What follows belongs to an exercise in optimizing a design on an open flow for small area, a short achievable clock period and few clock cycles per item; a production flow would make more cautious choices.
At most, simulation tests tie the RTL to the original design; equivalence was not proved.
No driver is modelled on the clock port, so clock power and skew are understated where the tree is cut down; a real chip needs a root buffer or a tree.
Power and IR drop assume default switching activity.

Setup of T:
==> flow/design.v (excerpt) <==
module p286_tmds_ser (
    input  wire        clk,
    input  wire        rst,         
    input  wire        in_valid,
    output wire        in_ready,
    input  wire        in_ctl,      
    input  wire        in_hsync,    
    input  wire        in_vsync,    
    input  wire [23:0] in_rgb,      
    output wire        out_valid,
    output wire [5:0]  out_unit
);
For scale: ~270 cells after synthesis, ~49 flip-flops, roughly 38 I/O pins, ~2100 um2 of cells after synthesis.
==> module p286_tmds_ser, before the edit <==
module p286_tmds_ser (
    input  wire        clk,
    input  wire        rst,         
    input  wire        in_valid,
    output wire        in_ready,
    input  wire        in_ctl,      
    input  wire        in_hsync,    
    input  wire        in_vsync,    
    input  wire [23:0] in_rgb,      
    output wire        out_valid,
    output wire [5:0]  out_unit
);
    reg  [4:0] j_q;         
    reg        h_q;         
    reg        act_q;       
    reg        rdy_q;       
    reg        act1_q;      
    reg        ov_q;        
    reg        pix_q;       
    reg        m0_q;        
    reg        m9_q;        
    reg  [9:0] ring_q [0:2];
    reg  [2:0] inv_q;
    reg  [2:0] o_q;
    wire i0   = !j_q[4] && !j_q[0];
        wire i9   =  j_q[4] && !j_q[3];
    wire i89  =  j_q[4] && !j_q[2];
    wire k354 = (j_q[2] && !j_q[3]) || (j_q[4] && j_q[0]) || (j_q[2] && !j_q[1]) || i9 || i0;
    wire t0     = !h_q && i0;
    wire t19    =  h_q && i9;
    wire pass1  = !h_q ? !i0 : i0;              
    wire mid    = pix_q && !h_q && !i0 && !i9;  
    wire accept = in_valid && rdy_q;
    wire idle_n = !accept && rdy_q;                
    always @(posedge clk) begin
        if (rst || idle_n) begin
            j_q <= 5'b10000;
            h_q <= 1'b1;
        end else begin
            j_q <= {j_q[3:0], !j_q[4]};
            h_q <= h_q ^ i9;
        end
        if (rst) begin
            act_q  <= 1'b0;
            rdy_q  <= 1'b1;
            act1_q <= 1'b0;
            ov_q   <= 1'b0;
        end else begin
            act_q  <= accept || (act_q && !t19);
            rdy_q  <= !accept && (!act_q || (h_q && i89));
            act1_q <= act_q;
            ov_q   <= act1_q;
        end
        if (rdy_q) begin
            pix_q <= !in_ctl;
            m0_q  <= !in_hsync;
            m9_q  <= in_hsync ^ in_vsync;
        end
    end
    genvar c;
    generate
        for (c = 0; c < 3; c = c + 1) begin : ch
            wire [9:0] r = ring_q[c];
            wire [7:0] din = in_rgb[8*c +: 8];
            wire a1 = r[2], a2 = r[3], a3 = r[4], a4 = r[5], a5 = r[6], a6 = r[7], a7 = r[8];
            wire p12 = a1 & a2, p34 = a3 & a4, o12 = a1 | a2, o34 = a3 | a4;
            wire ge1a = o12 | o34;
            wire ge2a = p12 | p34 | (o12 & o34);
            wire ge3a = (p12 & o34) | (p34 & o12);
            wire ge4a = p12 & p34;
            wire ge1b = a5 | a6 | a7;
            wire ge2b = (a5 & a6) | (a5 & a7) | (a6 & a7);
            wire ge3b = a5 & a6 & a7;
            wire maj = ge4a | (ge3a & ge1b) | (ge2a & ge2b) | (ge1a & ge3b);
            wire inv = inv_q[c];
            wire x   = r[9] ^ r[0] ^ inv;
            wire mk  = (c == 0) ? (i0 ? m9_q : m0_q) : 1'b0;
            wire k   = t0 ? 1'b1 : !pass1 ? 1'b0 : pix_q ? (i9 ? inv : !inv) : (k354 ^ mk);
            wire fb  = mid ? x : k;
            always @(posedge clk) begin
                ring_q[c] <= {fb, ({8{act_q}} & r[9:2]) | ({8{rdy_q}} & din), r[1]};
                if (!pass1)
                    inv_q[c] <= maj;
                o_q[c] <= pass1 ? (fb ^ pix_q) : r[0];
            end
        end
    endgenerate
    assign in_ready  = rdy_q;
    assign out_valid = ov_q;
    assign out_unit  = {~o_q[2], o_q[2], ~o_q[1], o_q[1], ~o_q[0], o_q[0]};
endmodule
clock: 5.0 ns
lec_check: 0
abc_area: 1
cap_margin: 20
core_margin: 2
core_utilization: 40
setup_slack_margin: 3.2
slew_margin: 20
standard.sh (not shown) runs the stock make flow with config.mk's settings and CLKGATE_MAP_FILE= SYNTH_SCRIPT=/design/flow/synth_recipe.tcl, a recipe that flattens the netlist after the stock synthesis.
==> flow/flow/run.sh <==
#!/bin/bash
export BUFFER_PORTS_ARGS="-buffer_cell sky130_fd_sc_hd__buf_1"
export CTS_ARGS="-sink_clustering_enable -repair_clock_nets -root_buf sky130_fd_sc_hd__clkbuf_8 -buf_list sky130_fd_sc_hd__clkbuf_8 -dont_use_dummy_load"
export POST_CTS_TCL="$PWD/flow/drop_root.tcl"
bash standard.sh > standard.log 2>&1
==> flow/flow/drop_root.tcl <==
set block [ord::get_db_block]
set port_net [$block findNet clk]
set root ""
set nroot 0
foreach it [$port_net getITerms] { set root [$it getInst]; incr nroot }
if {$nroot != 1} { puts "drop_root: clock port drives $nroot pins, tree kept"; return }
set root_out ""
foreach it [$root getITerms] {
  if {[[$it getMTerm] getIoType] eq "OUTPUT"} { set root_out [$it getNet] }
}
set loads {}
set ok 1
foreach it [$root_out getITerms] {
  if {[$it getInst] eq $root} continue
  if {![string match "sky130_fd_sc_hd__clkbuf_*" [[[$it getInst] getMaster] getName]]} { set ok 0 }
  lappend loads $it
}
if {!$ok || [llength $loads] > 4} { puts "drop_root: root drives [llength $loads] pins, tree kept"; return }
puts "drop_root: removing [$root getName], port drives [llength $loads] buffers"
foreach it $loads { $it disconnect; $it connect $port_net }
foreach it [$root getITerms] { $it disconnect }
odb::dbInst_destroy $root
odb::dbNet_destroy $root_out
estimate_parasitics -placement
report_checks -path_delay max -format end
## Diff of input files: R against T
diff --git a/flow/design.v b/flow/design.v
--- a/flow/design.v
+++ b/flow/design.v
@@ -74,12 +74,15 @@
             wire maj = ge4a | (ge3a & ge1b) | (ge2a & ge2b) | (ge1a & ge3b);
             wire inv = inv_q[c];
             wire x   = r[9] ^ r[0] ^ inv;
             wire mk  = (c == 0) ? (i0 ? m9_q : m0_q) : 1'b0;
-            wire k   = t0 ? 1'b1 : !pass1 ? 1'b0 : pix_q ? (i9 ? inv : !inv) : (k354 ^ mk);
+            wire k   = t0 ? 1'b1 : pix_q ? (i9 ? inv : !inv) : (k354 ^ mk);
             wire fb  = mid ? x : k;
             always @(posedge clk) begin
-                ring_q[c] <= {fb, ({8{act_q}} & r[9:2]) | ({8{rdy_q}} & din), r[1]};
+                if (rdy_q)
+                    ring_q[c] <= {fb, din, r[1]};
+                else
+                    ring_q[c] <= {fb, r[9:1]};
                 if (!pass1)
                     inv_q[c] <= maj;
                 o_q[c] <= pass1 ? (fb ^ pix_q) : r[0];
             end
--- outcome ---
R ended with less floorplan row count than T.
Diff T -> R: total of fill cells in the finished design -44; length of routed met2 wiring -18%; share of the core filled with cells in the final layout +1.1 points; detailed route wirelength on metal3 -36%; post-route standard cell area excluding fillers -about 2.8%.
Looking at the reports, R completed the entire flow and the layout it produced met the timing, design-rule and antenna checks.
Diff T -> R: combined area of the multi-input logic cells now sits lower; post-layout minimum cycle time down 0.011 ns; synthesized cell count shows a reduction of 4.
Setup slack: R more than T
Testbench counts of R, summed over its fixed seeds: cycles 48,024, items 2,400.
For T, only the layout was checked, not whether the RTL still works.

---

p286_tmds_ser, a different RTL version from the one above (not shown whole).
Size in the first run: roughly 50 flip-flops, about 38 I/O pins, ~2000 um^2 of cells after synthesis.
==> module p286_tmds_ser, before the edit <==
module p286_tmds_ser (
    input  wire        clk,
    input  wire        rst,         
    input  wire        in_valid,
    output wire        in_ready,
    input  wire        in_ctl,      
    input  wire        in_hsync,    
    input  wire        in_vsync,    
    input  wire [23:0] in_rgb,      
    output wire        out_valid,
    output wire [5:0]  out_unit
);
    reg  [4:0] j_q;         
    reg        h_q;         
    reg        act_q;       
    reg        rdy_q;       
    reg        ld_q;        
    reg        act1_q;      
    reg        ov_q;        
    reg        pix_q;       
    reg        m0_q;        
    reg        m9_q;        
    reg  [9:0] ring_q [0:2];
    reg  [2:0] inv_q;
    reg  [2:0] o_q;
    wire i0   = !j_q[4] && !j_q[0];
        wire i9   =  j_q[4] && !j_q[3];
    wire i89  =  j_q[4] && !j_q[2];
    wire k354 = (j_q[2] && !j_q[3]) || (j_q[4] && j_q[0]) || (j_q[2] && !j_q[1]) || i9 || i0;
    wire t0     = !h_q && i0;
    wire t19    =  h_q && i9;
    wire pass1  = !h_q ? !i0 : i0;              
    wire mid    = pix_q && !h_q && !i0 && !i9;  
    wire accept = in_valid && ld_q;
    wire idle_n = !accept && ld_q;                
    always @(posedge clk) begin
        if (rst || idle_n) begin
            j_q <= 5'b10000;
            h_q <= 1'b1;
        end else begin
            j_q <= {j_q[3:0], !j_q[4]};
            h_q <= h_q ^ i9;
        end
        if (rst) begin
            act_q  <= 1'b0;
            rdy_q  <= 1'b1;
            ld_q   <= 1'b1;
            act1_q <= 1'b0;
            ov_q   <= 1'b0;
        end else begin
            act_q  <= accept || (act_q && !t19);
            rdy_q  <= !(in_valid && rdy_q) && (!act_q || (h_q && i89));
            ld_q   <= !(accept || (act_q && !(h_q && j_q[4] && !j_q[2])));
            act1_q <= act_q;
            ov_q   <= act1_q;
        end
        if (ld_q) begin
            pix_q <= !in_ctl;
            m0_q  <= !in_hsync;
            m9_q  <= in_hsync ^ in_vsync;
        end
    end
    genvar c;
    generate
        for (c = 0; c < 3; c = c + 1) begin : ch
            wire [9:0] r = ring_q[c];
            wire [7:0] din = in_rgb[8*c +: 8];
            wire a1 = r[2], a2 = r[3], a3 = r[4], a4 = r[5], a5 = r[6], a6 = r[7], a7 = r[8];
            wire p12 = a1 & a2, p34 = a3 & a4, o12 = a1 | a2, o34 = a3 | a4;
            wire ge1a = o12 | o34;
            wire ge2a = p12 | p34 | (o12 & o34);
            wire ge3a = (p12 & o34) | (p34 & o12);
            wire ge4a = p12 & p34;
            wire ge1b = a5 | a6 | a7;
            wire ge2b = (a5 & a6) | (a5 & a7) | (a6 & a7);
            wire ge3b = a5 & a6 & a7;
            wire maj = ge4a | (ge3a & ge1b) | (ge2a & ge2b) | (ge1a & ge3b);
            wire inv = inv_q[c];
            wire x   = r[9] ^ r[0] ^ inv;
            wire mk  = (c == 0) ? (i0 ? m9_q : m0_q) : 1'b0;
            wire k   = t0 ? 1'b1 : pix_q ? (i9 ? inv : !inv) : (k354 ^ mk);
            wire fb  = mid ? x : k;
            always @(posedge clk) begin
                if (ld_q)
                    ring_q[c] <= {fb, din, r[1]};
                else
                    ring_q[c] <= {fb, r[9:1]};
                if (!pass1)
                    inv_q[c] <= maj;
                o_q[c] <= pass1 ? (fb ^ pix_q) : r[0];
            end
        end
    endgenerate
    assign in_ready  = rdy_q;
    assign out_valid = ov_q;
    assign out_unit  = {~o_q[2], o_q[2], ~o_q[1], o_q[1], ~o_q[0], o_q[0]};
endmodule
Settings: LEC_CHECK=0, ABC_AREA=1, CAP_MARGIN=20, CORE_MARGIN=2, CORE_UTILIZATION=40, SETUP_SLACK_MARGIN=3.2, SLEW_MARGIN=20; clock period 5.0 ns.
Scripts as last shown in full above: flow/flow/run.sh, flow/flow/drop_root.tcl
The first run passed the timing, design-rule and antenna checks.
Testbench counts at the start, summed over its fixed seeds: cycles 48,024, items 2,400.
==> next run, changes <==
--- a/flow/design.v
+++ b/flow/design.v
@@ -13,27 +13,27 @@
     reg  [4:0] j_q;         
     reg        h_q;         
     reg        act_q;       
     reg        rdy_q;       
-    reg        ld_q;        
     reg        act1_q;      
     reg        ov_q;        
     reg        pix_q;       
+    reg        pix2_q;      
     reg        m0_q;        
     reg        m9_q;        
     reg  [9:0] ring_q [0:2];
     reg  [2:0] inv_q;
-    reg  [2:0] o_q;
     wire i0   = !j_q[4] && !j_q[0];
         wire i9   =  j_q[4] && !j_q[3];
     wire i89  =  j_q[4] && !j_q[2];
     wire k354 = (j_q[2] && !j_q[3]) || (j_q[4] && j_q[0]) || (j_q[2] && !j_q[1]) || i9 || i0;
     wire t0     = !h_q && i0;
     wire t19    =  h_q && i9;
-    wire pass1  = !h_q ? !i0 : i0;              
     wire mid    = pix_q && !h_q && !i0 && !i9;  
-    wire accept = in_valid && ld_q;
-    wire idle_n = !accept && ld_q;                
+    wire t1     = !h_q && j_q[0] && !j_q[1];
+    wire rot    = h_q ? !i0 : i0;               
+    wire accept = in_valid && rdy_q;
+    wire idle_n = !accept && rdy_q;                
     always @(posedge clk) begin
         if (rst || idle_n) begin
             j_q <= 5'b10000;
             h_q <= 1'b1;
@@ -43,19 +43,18 @@
         end
         if (rst) begin
             act_q  <= 1'b0;
             rdy_q  <= 1'b1;
-            ld_q   <= 1'b1;
             act1_q <= 1'b0;
             ov_q   <= 1'b0;
         end else begin
             act_q  <= accept || (act_q && !t19);
-            rdy_q  <= !(in_valid && rdy_q) && (!act_q || (h_q && i89));
-            ld_q   <= !(accept || (act_q && !(h_q && j_q[4] && !j_q[2])));
+            rdy_q  <= !accept && (!act_q || (h_q && i89));
             act1_q <= act_q;
             ov_q   <= act1_q;
         end
-        if (ld_q) begin
+        pix2_q <= pix_q;
+        if (rdy_q) begin
             pix_q <= !in_ctl;
             m0_q  <= !in_hsync;
             m9_q  <= in_hsync ^ in_vsync;
         end
@@ -75,23 +74,22 @@
             wire ge2b = (a5 & a6) | (a5 & a7) | (a6 & a7);
             wire ge3b = a5 & a6 & a7;
             wire maj = ge4a | (ge3a & ge1b) | (ge2a & ge2b) | (ge1a & ge3b);
             wire inv = inv_q[c];
-            wire x   = r[9] ^ r[0] ^ inv;
+            wire x   = (r[9] && !t1) ^ r[0] ^ inv;
             wire mk  = (c == 0) ? (i0 ? m9_q : m0_q) : 1'b0;
-            wire k   = t0 ? 1'b1 : pix_q ? (i9 ? inv : !inv) : (k354 ^ mk);
-            wire fb  = mid ? x : k;
+            wire k   = pix_q ? (i9 ? !inv : inv) : (k354 ^ mk);
+            wire fb  = rot ? (r[0] ^ pix2_q) : mid ? x : k;
             always @(posedge clk) begin
-                if (ld_q)
+                if (rdy_q)
                     ring_q[c] <= {fb, din, r[1]};
                 else
                     ring_q[c] <= {fb, r[9:1]};
-                if (!pass1)
+                if (rot)
                     inv_q[c] <= maj;
-                o_q[c] <= pass1 ? (fb ^ pix_q) : r[0];
             end
         end
     endgenerate
     assign in_ready  = rdy_q;
     assign out_valid = ov_q;
-    assign out_unit  = {~o_q[2], o_q[2], ~o_q[1], o_q[1], ~o_q[0], o_q[0]};
+    assign out_unit  = {~ring_q[2][9], ring_q[2][9], ~ring_q[1][9], ring_q[1][9], ~ring_q[0][9], ring_q[0][9]};
 endmodule
After rerunning: The new run completed with no timing, DRC or antenna violations; global-route usage goes up by 2.6 points; routed wire length is higher by 9.8%; cell count climbs by 1.8%; sequential power came out lower by 5.6%; utilization rose by 3.1 points; setup slack got worse by 0.050 ns.
The RTL of the second run of this note was laid out without a check of its function.

[separate check: timing with driven ports]
In the flow no input, the clock included, has a driving cell. The finished layouts below were timed again as built, in two steps.
Step 1: set_driving_cell puts a clkbuf_16 on clk and a buf_2 on each other input, an assumption about the parent block.
Step 2 moves the port delays by t, midway between the first and last clock arrival at a register: inputs arrive t later, outputs are due t later. That takes back most of the time a late clock gives input paths.
a / b / c = no drivers / after step 1 / after step 2; a / b = the first two.
run	t (ns)	setup WS [ns]	latest minus earliest clock arrival (ns)
T	0.190	3.362 / 3.312 / 3.203	0.024 / 0.024
R	0.188	3.373 / 3.323 / 3.322	0.004 / 0.004
the first run of note 2	0.189	3.363 / 3.311 / 3.228	0.017 / 0.017
the second run of note 2	0.187	3.312 / 3.261 / 3.241	0.010 / 0.010
After both steps every run listed still meets setup and hold. The setup slack of T, which loses most, moves by -0.050 ns with the drivers and by -0.159 ns with both steps.
